This design comes from an exercise in tuning for small area, a short achievable clock period and few clock cycles on the open sky130 flow, not from production work. The RTL of this run was laid out without a check of its function. Power is estimated from default activity; no workload was simulated.

<file path="design/flow/design.v">
module rs_bm_decoder (
    input  wire         clk,
    input  wire         rst,
    input  wire         start,
    input  wire [4:0]   t_in,
    input  wire [377:0] word_in,
    output wire         ready,
    output reg          done,
    output reg          ok,
    output reg  [4:0]   nerr,
    output wire [377:0] word_out
);
  function [5:0] gf_mul(input [5:0] a, input [5:0] b);
    reg [10:0] p;
    integer i;
    begin
      p = 11'd0;
      for (i = 0; i < 6; i = i + 1)
        if (b[i]) p = p ^ ({5'd0, a} << i);
      for (i = 10; i >= 6; i = i - 1)
        if (p[i]) p = p ^ (11'b1000011 << (i - 6));
      gf_mul = p[5:0];
    end
  endfunction
  function [5:0] gf_pow(input integer k);
    reg [5:0] v;
    integer i;
    begin
      v = 6'd1;
      for (i = 0; i < k; i = i + 1)
        v = gf_mul(v, 6'd2);
      gf_pow = v;
    end
  endfunction
  function [5:0] gf_inv(input [5:0] a);
    reg [5:0] a2, a4, a8, a16, a32;
    begin
      a2  = gf_mul(a, a);
      a4  = gf_mul(a2, a2);
      a8  = gf_mul(a4, a4);
      a16 = gf_mul(a8, a8);
      a32 = gf_mul(a16, a16);
      gf_inv = gf_mul(gf_mul(gf_mul(a2, a4), gf_mul(a8, a16)), a32);
    end
  endfunction
  localparam [2:0] S_IDLE  = 3'd0,
                   S_SYN   = 3'd1,
                   S_BMI   = 3'd2,
                   S_BM    = 3'd3,
                   S_OMI   = 3'd4,
                   S_OMG   = 3'd5,
                   S_CHIEN = 3'd6,
                   S_FIN   = 3'd7;
  reg [2:0]   state;
  reg [5:0]   cnt;             
  reg [4:0]   tt;
  reg [5:0]   r   [0:62];      
  reg [5:0]   e   [0:62];      
  reg [5:0]   syn [1:62];      
  reg [5:0]   win [0:31];      
  reg [5:0]   lam [0:31];      
  reg [5:0]   bpl [0:31];      
  reg [5:0]   omg [0:30];      
  reg [5:0]   bdisc;           
  reg [5:0]   len;             
  reg [5:0]   roots;           
  reg [5:0]   xinv;            
  wire [5:0] two_t = {tt, 1'b0};
  assign ready = (state == S_IDLE);
  genvar g;
  generate
    for (g = 0; g < 63; g = g + 1) begin : g_out
      assign word_out[6*g +: 6] = ok ? (r[g] ^ e[g]) : r[g];
    end
  endgenerate
  reg [5:0] r_cur;
  always @* r_cur = r[cnt];
  reg [5:0] dot;
  integer ii;
  always @* begin
    dot = 6'd0;
    for (ii = 0; ii < 32; ii = ii + 1)
      dot = dot ^ gf_mul(lam[ii], win[ii]);
  end
  reg [5:0] syn_next;
  always @* begin
    syn_next = 6'd0;
    for (ii = 1; ii < 63; ii = ii + 1)
      if (ii == {26'd0, cnt} + 2) syn_next = syn[ii];
  end
  wire [5:0] dfac = gf_mul(dot, gf_inv(bdisc));
  wire       grow = (dot != 6'd0) && ({len, 1'b0} <= {1'b0, cnt});
  reg [5:0] lam_sum, odd_sum, omg_sum;
  always @* begin
    lam_sum = 6'd0;
    odd_sum = 6'd0;
    omg_sum = 6'd0;
    for (ii = 0; ii < 32; ii = ii + 1) begin
      lam_sum = lam_sum ^ lam[ii];
      if (ii % 2 == 1) odd_sum = odd_sum ^ lam[ii];
    end
    for (ii = 0; ii < 31; ii = ii + 1)
      omg_sum = omg_sum ^ omg[ii];
  end
  wire [5:0] e_val = gf_mul(gf_mul(omg_sum, xinv), gf_inv(odd_sum));
  wire       is_root = (lam_sum == 6'd0);
  reg [5:0] deg;
  always @* begin
    deg = 6'd0;
    for (ii = 1; ii < 32; ii = ii + 1)
      if (lam[ii] != 6'd0) deg = ii[5:0];
  end
  integer k;
  always @(posedge clk) begin
    if (rst) begin
      state <= S_IDLE;
      done  <= 1'b0;
      ok    <= 1'b0;
      nerr  <= 5'd0;
    end else begin
      done <= 1'b0;
      case (state)
        S_IDLE: begin
          if (start) begin
            for (k = 0; k < 63; k = k + 1) begin
              r[k] <= word_in[6*k +: 6];
              e[k] <= 6'd0;
            end
            for (k = 1; k < 63; k = k + 1)
              syn[k] <= 6'd0;
            tt    <= t_in;
            cnt   <= 6'd62;
            state <= S_SYN;
          end
        end
        S_SYN: begin
          for (k = 1; k < 63; k = k + 1)
            syn[k] <= gf_mul(syn[k], gf_pow(k)) ^ r_cur;
          cnt <= cnt - 6'd1;
          if (cnt == 6'd0) state <= S_BMI;
        end
        S_BMI: begin
          for (k = 0; k < 32; k = k + 1) begin
            win[k] <= (k == 0) ? syn[1] : 6'd0;
            lam[k] <= (k == 0) ? 6'd1 : 6'd0;
            bpl[k] <= (k == 1) ? 6'd1 : 6'd0;
          end
          len   <= 6'd0;
          bdisc <= 6'd1;
          cnt   <= 6'd0;
          state <= S_BM;
        end
        S_BM: begin
          win[0] <= syn_next;
          for (k = 1; k < 32; k = k + 1)
            win[k] <= win[k-1];
          if (dot == 6'd0) begin
            for (k = 1; k < 32; k = k + 1) bpl[k] <= bpl[k-1];
            bpl[0] <= 6'd0;
          end else begin
            for (k = 0; k < 32; k = k + 1)
              lam[k] <= lam[k] ^ gf_mul(dfac, bpl[k]);
            if (grow) begin
              for (k = 1; k < 32; k = k + 1) bpl[k] <= lam[k-1];
              bpl[0] <= 6'd0;
              len    <= cnt + 6'd1 - len;
              bdisc  <= dot;
            end else begin
              for (k = 1; k < 32; k = k + 1) bpl[k] <= bpl[k-1];
              bpl[0] <= 6'd0;
            end
          end
          cnt <= cnt + 6'd1;
          if (cnt + 6'd1 == two_t) state <= S_OMI;
        end
        S_OMI: begin
          for (k = 0; k < 32; k = k + 1)
            win[k] <= (k == 0) ? syn[1] : 6'd0;
          cnt   <= 6'd0;
          state <= S_OMG;
        end
        S_OMG: begin
          win[0] <= syn_next;
          for (k = 1; k < 32; k = k + 1)
            win[k] <= win[k-1];
          omg[30] <= (cnt < two_t) ? dot : 6'd0;
          for (k = 0; k < 30; k = k + 1)
            omg[k] <= omg[k+1];
          cnt <= cnt + 6'd1;
          if (cnt == 6'd30) begin
            cnt   <= 6'd0;
            roots <= 6'd0;
            xinv  <= 6'd1;
            state <= S_CHIEN;
          end
        end
        S_CHIEN: begin
          for (k = 0; k < 32; k = k + 1)
            lam[k] <= gf_mul(lam[k], gf_pow((63 - k) % 63));
          for (k = 0; k < 31; k = k + 1)
            omg[k] <= gf_mul(omg[k], gf_pow((63 - k) % 63));
          xinv <= gf_mul(xinv, gf_pow(62));
          e[62] <= is_root ? e_val : 6'd0;
          for (k = 0; k < 62; k = k + 1)
            e[k] <= e[k+1];
          if (is_root) roots <= roots + 6'd1;
          cnt <= cnt + 6'd1;
          if (cnt == 6'd62) state <= S_FIN;
        end
        S_FIN: begin
          if ((len <= {1'b0, tt}) && (deg == len) && (roots == len)) begin
            ok   <= 1'b1;
            nerr <= len[4:0];
          end else begin
            ok   <= 1'b0;
            nerr <= 5'd0;
          end
          done  <= 1'b1;
          state <= S_IDLE;
        end
        default: state <= S_IDLE;
      endcase
    end
  end
endmodule
</file>
<file path="design/flow/run.sh">
#!/bin/bash
# synth_recipe.tcl (not shown) runs the flow's synth.tcl, then flattens the netlist and writes it again
# the make line also repeats each setting of config.mk as NAME=value (left out here)
make -C /OpenROAD-flow-scripts/flow DESIGN_CONFIG=/design/flow/config.mk WORK_HOME=/design/flow/orfs CLKGATE_MAP_FILE= SYNTH_SCRIPT=/design/flow/synth_recipe.tcl finish
</file>
<file path="design/flow/config.mk">
export PLATFORM = sky130hd
export DESIGN_NAME = rs_bm_decoder
export DESIGN_NICKNAME = rs_bm_decoder
export VERILOG_FILES = /design/flow/design.v
export SDC_FILE = /design/flow/constraint.sdc
export NUM_CORES = 8
export LEC_CHECK = 0
export CAP_MARGIN = 20
export CORE_MARGIN = 2
export CORE_UTILIZATION = 40
export SLEW_MARGIN = 20
</file>
<file path="design/flow/constraint.sdc">
create_clock -name core_clock -period 10.0 [get_ports {clk}]
set_input_delay 2.0000 -clock core_clock [delete_from_list [all_inputs] [get_ports {clk}]]
set_output_delay 2.0000 -clock core_clock [all_outputs]
set_load 0.01 [all_outputs]
</file>
==> results.toml <==
[clock_network]
ctsHoldBuffers = 0
cts_max_level = 4
clockBufferDepth = 4
path_clk_slew_ns = 0.06
cts_made_buffers = 233
numClockSinks = 1918
clk_latency_ns = 1.07
postCtsSetupBuffers = 0
clockRootBuffer = "clkbuf_16"
post_cts_resized = 0
cts_tree = "yes"

[synthesis]
ys.flop_type = "edfxtp_1"
synth.top_cell.area_share = 0.413
ys_ff_latch = 1918
netlist_top_cells_count = "xnor2_1, nand2_1, edfxtp_1, xor2_1, nor2_1"
synthesis.area_mm2 = 0.139
ys_warn_count = 8
ys_seq_area_frac = 0.415
synth_area_per_cell_um2 = 9.54
yosysUniqueCellTypes = 100
synth_largest_area_cell = "edfxtp_1"
postSynthCellCount = 14541
synth-edff-count = 1908
synth_most_common_cell = "xnor2_1"
synthArstFlopShare = 0
synthTopCellsByArea = "edfxtp_1, xnor2_1, nand2_1"
synth_nets = 15024

[setup_path]
cp_max_fo = 31
cp.arrival_ns = 10.20
path_common_cell = "xnor2_1"
required_ns = 10.69
slowest_delay_ns = 0.77
start_kind = "register"
crit_type = "reg2reg"
slowest_stage = "xnor2_1"
end_kind = "register"
rr_worst_depth = 28

[cells_and_area]
design_area_mm2 = 0.161
fillCellCount = 32995
seqCellArea_mm2 = 0.0575
drive_above_1_share = 0.0624
multi_input_area_mm2 = 0.0770
syn_to_final_growth_pct = 15.8
fin_nets = 15576

[sta]
slew_headroom = 0.127
period_share = 0.951
fin_ws_ns = 0.490
final.setup.tns_ns = 0
finalSetupViolCount = 0
drv_slew = 0
hold_violations = 0
rsz0062_at_grt = "no"
tightest_slew_ns = 1.30
clock_skew_ns = 0.156
whs_ns = 0.461
fmax_ghz = 0.105
min_period_ns = 9.51

[pwr]
p_leak_nw = 56.5
p_per_area_mw_per_mm2 = 179
max-vdd-ir-drop_mv = 0.202

[outcome]
status = "complete, no violations"

[floorplan]
io_pins = 772
rows = 216
die_w_um = 593
die_h_um = 593
initial_core_util = 0.401
dieArea_mm2 = 0.352
core_mm2 = 0.346

[detailed_routing]
remaining_drc_errors = 0
viasPerCell = 5.88
firstDrtPassIters = 7
initialDrtViolationCount = 17032
routed_wl_um = 689000
vias = 117158
wire_per_inst_um = 34.6
postRouteAntennaNets = 0

[worst_hold_path]
hold_class = "reg2reg"
whs_path_depth = 1

[place]
place_congestion = 1.11
port_buffers = 771
placed_cell_area_mm2 = 0.153
pre_cts_slack_ns = 0.793
place_hpwl_um = 512000

[global_route]
grt_pass1_wl_um = 927000
grt_antenna_before_repair = 106
first_global_vias = 109178
grt_max_degree = 256
grt.total_usage = 0.381
overflow = 0

[flow_run]
cap_violations = 0
==> cell families after synthesis <==
logic type | count (synthesis) | synth area share
multiplexers | 232 | 0.0170
buffers and inverters | 1154 | 0.0337
flip-flops | 1918 | 0.415
XOR/XNOR | 4729 | 0.307
AO/OA/AOI/OAI | 1419 | 0.0668
adder cells (fa/ha/maj) | 99 | 0.00895
AND/OR/NAND/NOR | 4990 | 0.152
==> placed cells by master (no fill, tap or decap), types with 31 or more instances in the layout <==
cell type,instances
xor2_1,1013
mux2i_1,214
nand4_1,43
xnor3_1,62
a211oi_1,37
a221oi_1,77
clkinv_2,40
clkbuf_16,235
and3_1,582
edfxtp_1,1908
o21ai_0,339
nor3_1,81
a21oi_1,265
o22ai_1,217
ha_1,94
xnor2_2,31
nand3_1,108
buf_12,37
a22o_1,45
clkinv_1,52
and2_1,33
clkbuf_1,42
nor2b_1,31
nand2_1,3072
inv_1,196
a22oi_1,133
o221ai_1,32
buf_4,454
nor2_1,907
xnor2_1,3598
clkdlybuf4s50_1,771
diode_2,54
==> registers in the layout, indices dropped and copies added, names as in the netlist, 181 cells and up <==
name,cells
bpl,181
e,378
lam,186
omg,186
r,378
syn,372
win,192
==> final timing paths <==
check | from | end | slack, ns
min | e[54][1]$_SDFFCE_PN0P_ | e[53][1]$_SDFFCE_PN0P_ | 0.46
min reg2reg | e[54][1]$_SDFFCE_PN0P_ | e[53][1]$_SDFFCE_PN0P_ | 0.46
max | lam[27][4]$_DFFE_PP_ | e[62][1]$_SDFFCE_PN0P_ | 0.49
max reg2reg | lam[27][4]$_DFFE_PP_ | e[62][1]$_SDFFCE_PN0P_ | 0.49
==> area by class of cell <==
cell class,count,share of cell area
Sequential cell,1918,0.358
Timing Repair Buffer,1265,0.0742
Inverter,206,0.00490
Antenna cell,54,0.000841
Clock buffer,283,0.0381
Clock inverter,142,0.00904
Multi-Input combinational cell,11469,0.479
Tap cell,4578,0.0357
==> critical path: cells and delay by family (launching register included) <==
kind,cells,cell delay (ns)
muxes,1,0.27
DFF,1,0.53
AOI/OAI and AO/OA,4,0.82
xor gates and xnor gates,15,5.91
and+or+nand+nor,4,0.55
buffers and inverters,2,0.50
adders and majority gates,2,0.67
==> stage by stage <==
step | instances | total power [W] | util
after detailed placement | 19434 | 0.0199 | 0.442
final | 19915 | 0.0287 | 0.465
after floorplan | 14541 | 0.0173 | -
after global routing | 19877 | 0.0298 | 0.464
after CTS | 19859 | 0.0286 | 0.464
after global placement | 19434 | 0.0198 | 0.442
==> metal layers <==
layer  global-route usage  share of wire
met1                0.472           0.37
met2                0.567           0.43
met3                0.108           0.11
met4                0.279          0.088
met5                    0        0.00066
==> power by group <==
| group | internal (W) | total (W) | switching, W |
|---|---|---|---|
| combinational | 0.00452 | 0.0102 | 0.00567 |
| clock | 0.00494 | 0.00877 | 0.00384 |
| sequential | 0.00929 | 0.00973 | 0.000445 |
| total | 0.0187 | 0.0287 | 0.00995 |

==> afterwards: timing with drivers on the ports <==
In the flow no input, the clock included, has a driving cell. The finished layout below was timed again as built, in two steps.
Step 1 (the two cells are an assumption about what drives the block):
set clk [get_ports {clk}]
set_driving_cell -lib_cell sky130_fd_sc_hd__clkbuf_16 $clk
set_driving_cell -lib_cell sky130_fd_sc_hd__buf_2 [delete_from_list [all_inputs] $clk]
Step 2 times the ports against the registers' clock, not the clock port: input delays grow and output delays shrink by t, the midpoint of the rising clock arrivals with the driver on.
Slacks: ideal ports / drivers / drivers and shift; pairs: ideal ports / drivers.
t (ns): 1.098
setup slack, ns: 0.490 / 0.490 / 0.490
hold WS [ns]: 0.461 / 0.461 / 0.461
worst setup path at the end: register to register
worst slew at a driven data input, ns: 0.29
After both steps this run still meets setup and hold. For this run, drivers alone change the setup slack by 0.000 ns; drivers and shift together by 0.000 ns.
